This is an optimization exercise on Yosys and OpenROAD, whose aim is small area, not a production implementation. RTL that was checked went through simulation tests only; none was proved equivalent to the original. No activity file was given, so power comes from the tool's default toggle rates.

==> cedar <==
// midi_framer
module midi_framer (
    input  wire         clk,
    input  wire         rst,
    input  wire         dec_valid,
    input  wire         dec_ctrl,
    input  wire [7:0]   dec_data,
    output wire         ev_valid,
    output wire [2:0]   ev_cls,
    output wire [3:0]   ev_kind,
    output wire [7:0]   ev_status,
    output wire [3:0]   ev_chan,
    output wire [6:0]   ev_d1,
    output wire [6:0]   ev_d2,
    output wire         ev_has_d2,
    output wire [13:0]  ev_val,
    output wire         ev_eox,
    output wire [3:0]   ev_port,
    output wire [4:0]   ev_len,
    output wire [127:0] ev_raw,
    output wire [7:0]   dstat,
    input  wire         enc_valid,
    input  wire         enc_ctrl,
    input  wire [2:0]   enc_code,
    input  wire [2:0]   cmd_cls,
    input  wire [3:0]   cmd_kind,
    input  wire [3:0]   cmd_chan,
    input  wire [7:0]   cmd_d1,
    input  wire [7:0]   cmd_d2,
    input  wire [15:0]  cmd_val,
    input  wire [15:0]  cmd_param,
    input  wire [4:0]   cmd_port,
    input  wire [4:0]   cmd_sx_len,
    input  wire [127:0] cmd_sx_data,
  ...
==> flow/config.mk <==
export PLATFORM = sky130hd
export DESIGN_NAME = midi_framer
export DESIGN_NICKNAME = midi_framer
export VERILOG_FILES = /design/flow/design.v
export SDC_FILE = /design/flow/constraint.sdc
export NUM_CORES = 4
export LEC_CHECK = 0
export CAP_MARGIN = 20
export CORE_MARGIN = 2
export CORE_UTILIZATION = 40
export PLACE_DENSITY = 0.6
export SLEW_MARGIN = 20
==> flow/constraint.sdc <==
create_clock -name core_clock -period 10.0 [get_ports {clk}]
set_input_delay 2.0000 -clock core_clock [delete_from_list [all_inputs] [get_ports {clk}]]
set_output_delay 2.0000 -clock core_clock [all_outputs]
set_load 0.01 [all_outputs]
standard.sh (not shown) runs the stock make flow with config.mk's settings and CLKGATE_MAP_FILE= SYNTH_SCRIPT=/design/flow/synth_recipe.tcl, a recipe that flattens the netlist after the stock synthesis.
==> flow/flow/run.sh <==
#!/bin/bash
# Own layout flow: the standard flow (standard.sh, unchanged synthesis,
# floorplan, power grid and routing), with two changes to how the layout is made:
#  - every input and output port still gets its own buffer, but a 1x buffer
#    (sky130_fd_sc_hd__buf_1) instead of the larger cell buffer_ports picks;
#  - the clock tree uses clkbuf_8 buffers with larger sink clusters and no dummy
#    loads.
# ORFS writes each step's full log under orfs/logs/; make's own output goes to
# standard.log in this folder.
set -uo pipefail
export BUFFER_PORTS_ARGS="-buffer_cell sky130_fd_sc_hd__buf_1"
export CTS_ARGS="-sink_clustering_enable -repair_clock_nets -dont_use_dummy_load -buf_list sky130_fd_sc_hd__clkbuf_8 -sink_clustering_size 12 -sink_clustering_max_diameter 50"
bash standard.sh > standard.log 2>&1
==> zinc: changes against cedar <==
--- a/flow/design.v
+++ b/flow/design.v
@@ -175,11 +175,14 @@
     reg [2:0] rs_k;         
     reg [3:0] rs_c;         
     reg [3:0] last_port;    
     reg       st_reject;
     reg       pfx_q;        
-    reg [7:0] body_q [0:15];
+    reg       pfn_q;        
+    reg [7:0] body_n [0:8];     
+    reg [7:0] body_q [9:15];    
+    integer i;
     assign estat = {7'b0, st_reject};
     reg sel_ok;
     always @(*) begin
         case (cmd_cls)
             CLS_CV:  sel_ok = cmd_kind[3] && (cmd_kind[2:0] != 3'b111);
@@ -207,46 +210,79 @@
     wire c_sc  = !cmd_cls[1] && cmd_cls[0];
     wire k_one = (cmd_kind[2:1] == 2'b10);                                  
     wire x_cc  = !cmd_kind[1] && !cmd_kind[0];
     wire x_nr  = cmd_kind[0];
     wire omit  = c_cv && same;
-    wire       use_w = (c_cv && cmd_kind[2:0] == 3'b110) || c_sc;
-    wire [6:0] a     = use_w ? w_lo : cmd_d1[6:0];
-    wire [6:0] c     = use_w ? w_hi : cmd_d2[6:0];
-    wire [7:0] stat  = {1'b1, c_x ? 3'b011 : c_cv ? cmd_kind[2:0] : 3'b111,
-                        (c_x || c_cv) ? cmd_chan : cmd_kind};
-    reg [7:0] body [0:15];
+    wire pb    = c_cv && (cmd_kind[2:0] == 3'b110);                       
+    wire [7:0] stat = {1'b1, c_x ? 3'b011 : c_cv ? cmd_kind[2:0] : 3'b111,
+                       (c_x || c_cv) ? cmd_chan : cmd_kind};
+    wire ns    = !c_sx;
+    wire s0_v  = ns && omit && pb;
+    wire s0_d  = ns && omit && !pb;
+    wire s0_s  = ns && !omit;
+    wire s1_xc = ns && c_x && x_cc;
+    wire s1_x1 = ns && c_x && !x_cc && x_nr;
+    wire s1_x2 = ns && c_x && !x_cc && !x_nr;
+    wire s1_wh = ns && !c_x && omit && pb;
+    wire s1_d2 = ns && !c_x && omit && !pb;
+    wire s1_vl = ns && !c_x && ((!omit && pb) || c_sc);
+    wire s1_d1 = ns && !c_x && !omit && !pb && !c_sc;
+    wire s2_vh = ns && c_x && x_cc;
+    wire s2_ph = ns && c_x && !x_cc;
+    wire s2_wh = ns && !c_x && (pb || c_sc);
+    wire s2_d2 = ns && !c_x && !(pb || c_sc);
+    wire s3_xc = ns && x_cc;
+    wire s3_x1 = ns && !x_cc && x_nr;
+    wire s3_x2 = ns && !x_cc && !x_nr;
+    wire [7:0] sx [0:15];
+    genvar g;
+    generate
+        for (g = 0; g < 16; g = g + 1) begin : g_sx
+            assign sx[g] = cmd_sx_data[g*8 +: 8];
+        end
+    endgenerate
+    wire [7:0] d1 = {1'b0, cmd_d1[6:0]};
+    wire [7:0] d2 = {1'b0, cmd_d2[6:0]};
+    wire [7:0] vl = {1'b0, v_lo};
+    wire [7:0] vh = {1'b0, v_hi};
+    wire [7:0] wh = {1'b0, w_hi};
+    wire [7:0] pl = {1'b0, p_lo};
+    wire [7:0] ph = {1'b0, p_hi};
+    wire [7:0] pc = {3'b000, cmd_param[4:0]};
+    reg [7:0] body [0:8];
+    always @(*) begin
+        body[0] = ({8{c_sx}} & sx[0]) | ({8{s0_v}} & vl) | ({8{s0_d}} & d1) | ({8{s0_s}} & stat);
+        body[1] = ({8{c_sx}} & sx[1]) | ({8{s1_xc}} & pc) | ({8{s1_x1}} & 8'h63) | ({8{s1_x2}} & 8'h65) |
+                  ({8{s1_wh}} & wh) | ({8{s1_d2}} & d2) | ({8{s1_vl}} & vl) | ({8{s1_d1}} & d1);
+        body[2] = ({8{c_sx}} & sx[2]) | ({8{s2_vh}} & vh) | ({8{s2_ph}} & ph) | ({8{s2_wh}} & wh) |
+                  ({8{s2_d2}} & d2);
+        body[3] = ({8{c_sx}} & sx[3]) | ({8{s3_xc}} & (pc | 8'h20)) | ({8{s3_x1}} & 8'h62) |
+                  ({8{s3_x2}} & 8'h64);
+        body[4] = c_sx ? sx[4] : x_cc ? vl : pl;
+        body[5] = c_sx ? sx[5] : 8'h06;
+        body[6] = c_sx ? sx[6] : vh;
+        body[7] = c_sx ? sx[7] : 8'h26;
+        body[8] = c_sx ? sx[8] : vl;
+    end
     reg [4:0] body_len;
-    integer i;
     always @(*) begin
-        for (i = 0; i < 16; i = i + 1)
-            body[i] = cmd_sx_data[i*8 +: 8];
-        if (!c_sx) begin
-            body[0] = omit ? {1'b0, a} : stat;
-            body[1] = c_x ? (x_cc ? {3'b000, cmd_param[4:0]} : x_nr ? 8'h63 : 8'h65) :
-                      omit ? {1'b0, c} : {1'b0, a};
-            body[2] = c_x ? {1'b0, x_cc ? v_hi : p_hi} : {1'b0, c};
-            body[3] = x_cc ? {3'b001, cmd_param[4:0]} : x_nr ? 8'h62 : 8'h64;
-            body[4] = {1'b0, x_cc ? v_lo : p_lo};
-            body[5] = 8'h06;
-            body[6] = {1'b0, v_hi};
-            body[7] = 8'h26;
-            body[8] = {1'b0, v_lo};
-        end
         case (cmd_cls)
             CLS_CV:  body_len = (k_one ? 5'd2 : 5'd3) - {4'd0, omit};
             CLS_SC:  body_len = cmd_kind[2] ? 5'd1 : (cmd_kind[1:0] == 2'b10) ? 5'd3 : 5'd2;
             CLS_RT:  body_len = 5'd1;
             CLS_SX:  body_len = cmd_sx_len;
             default: body_len = x_cc ? 5'd5 : 5'd9;
         endcase
     end
     wire go = enc_valid && !enc_ctrl && accept;
     always @(posedge clk) begin
-        for (i = 0; i < 16; i = i + 1)
-            body_q[i] <= body[i];
+        for (i = 0; i < 9; i = i + 1)
+            body_n[i] <= ~body[i];
+        for (i = 9; i < 16; i = i + 1)
+            body_q[i] <= sx[i];
         pfx_q <= pfx;
+        pfn_q <= !pfx;
         if (rst) begin
             rs_k      <= 3'b111;
             last_port <= 4'd0;
             st_reject <= 1'b0;
             tx_len    <= 5'd0;
@@ -280,16 +316,25 @@
                     endcase
                 end
             end
         end
     end
-    genvar g;
-    assign tx_bytes[7:0]   = pfx_q ? 8'hF5 : body_q[0];
-    assign tx_bytes[15:8]  = pfx_q ? {4'h0, last_port} : body_q[1];
+    wire [7:0] bo [0:15];
+    generate
+        for (g = 0; g < 16; g = g + 1) begin : g_bo
+            if (g < 9) begin : g_inv
+                assign bo[g] = ~body_n[g];
+            end else begin : g_true
+                assign bo[g] = body_q[g];
+            end
+        end
+    endgenerate
+    assign tx_bytes[7:0]   = ({8{pfx_q}} & 8'hF5) | ({8{pfn_q}} & bo[0]);
+    assign tx_bytes[15:8]  = ({8{pfx_q}} & {4'h0, last_port}) | ({8{pfn_q}} & bo[1]);
     generate
         for (g = 2; g < 16; g = g + 1) begin : g_tx
-            assign tx_bytes[g*8 +: 8] = pfx_q ? body_q[g-2] : body_q[g];
+            assign tx_bytes[g*8 +: 8] = ({8{pfx_q}} & bo[g-2]) | ({8{pfn_q}} & bo[g]);
         end
     endgenerate
     assign tx_bytes[135:128] = body_q[14];
     assign tx_bytes[143:136] = body_q[15];
 endmodule
==> flow/flow/run.sh (replaced) <==
#!/bin/bash
# Own layout flow: the standard flow (standard.sh: the standard synthesis,
# floorplan, power grid, placement, routing), with these changes to how the
# layout is made:
#  - every input and output port still gets its own buffer, but a 1x buffer
#    (sky130_fd_sc_hd__buf_1) instead of the larger cell buffer_ports picks;
#  - the clock tree uses small clock buffers in small sink clusters and no
#    dummy loads;
#  - constant outputs keep the tie cells synthesis gave them (no tie fanout
#    repair);
#  - after global routing, cells off the critical paths are downsized
#    (repair_timing -recover_power).
# ORFS writes each step's full log under orfs/logs/; make's own output goes to
# standard.log in this folder.
set -uo pipefail
export BUFFER_PORTS_ARGS="-buffer_cell sky130_fd_sc_hd__buf_1"
export CTS_ARGS="-sink_clustering_enable -repair_clock_nets -dont_use_dummy_load -buf_list sky130_fd_sc_hd__clkbuf_4 -sink_clustering_size 10 -sink_clustering_max_diameter 60"
export SKIP_REPAIR_TIE_FANOUT=1
export RECOVER_POWER=100
bash standard.sh > standard.log 2>&1
==> flow_metrics.py <==
metrics = {
    "critical_path": {
        "cp-start-kind": "primary input",
    },
    "global_route": {
        "gr-usage-met1_pct": 32.8,
        "grt_use_total_pct": 30.0,
    },
    "status": {
        "check-failures": "max-capacitance violations, max-slew violations",
        "outcome": "finished with violations",
    },
    "flow_run": {
        "max_cap_viol_count": 3,
    },
    "synthesis": {
        "synth-compound-area-share_pct": 16.2,
    },
    "cells_and_area": {
        "fin_nets": 1746,
    },
    "sta": {
        "maxSlewViolCount": 182,
    },
    "routing": {
        "top_layer": "met4",
    },
}
-- figures above: zinc

==> flow_metrics.py <==
metrics = {
    "routing": {
        "wl_met1_um": 19100,
        "drtIter0Drc": 774,
        "top_layer": "met5",
        "firstDrtPassIters": 5,
    },
    "synthesis": {
        "syn-cell-area_um2": 11700,
        "synth-compound-area-share_pct": 5.99,
    },
    "global_route": {
        "gr-usage-met3_pct": 10.2,
        "gr-usage-met1_pct": 37.3,
    },
    "cells_and_area": {
        "drive_above_1_share_pct": 12.7,
        "fin_nets": 1788,
        "regMostFlops": "u_enc.body_q",
    },
    "status": {
        "outcome": "complete, no violations",
    },
    "floorplanning": {
        "dieHeight_um": 175,
    },
    "critical_path": {
        "cp-start-kind": "flop",
        "cp.arrival_ps": 2870,
    },
    "pwr": {
        "sequentialPower_w": 0.00125,
    },
    "flow_run": {
        "max_cap_viol_count": 0,
    },
    "min_path": {
        "hp-start": "u_dec.st_trunc",
    },
}
-- figures above: cedar

Only the layout flow was run in cedar; the RTL was not checked for function there.

-- afterwards: timing with drivers on the ports --
In the flow no input, the clock included, has a driving cell. The finished layouts below were timed again as built, in two steps.
Step 1 sets driving cells, clkbuf_16 on the clock port and buf_2 on the other inputs (assumed; they add their load-dependent delay and slew).
Step 2, shift: input delay + t, output delay - t, t = (earliest + latest rising clock arrival at the registers) / 2. This alone moves slack from input paths to output paths.
a / b / c = ideal ports / drivers / drivers and shift; a / b = the first two.
run	t (ns)	setup WS [ns]	worst hold slack (ns)
cedar	0.544	5.133 / 5.088 / 4.826	0.463 / 0.463 / 0.463
zinc	0.639	2.818 / 2.842 / 2.203	0.487 / 0.487 / 0.487
For zinc, which loses most, drivers alone change the setup slack by +0.024 ns; drivers and shift together by -0.615 ns.
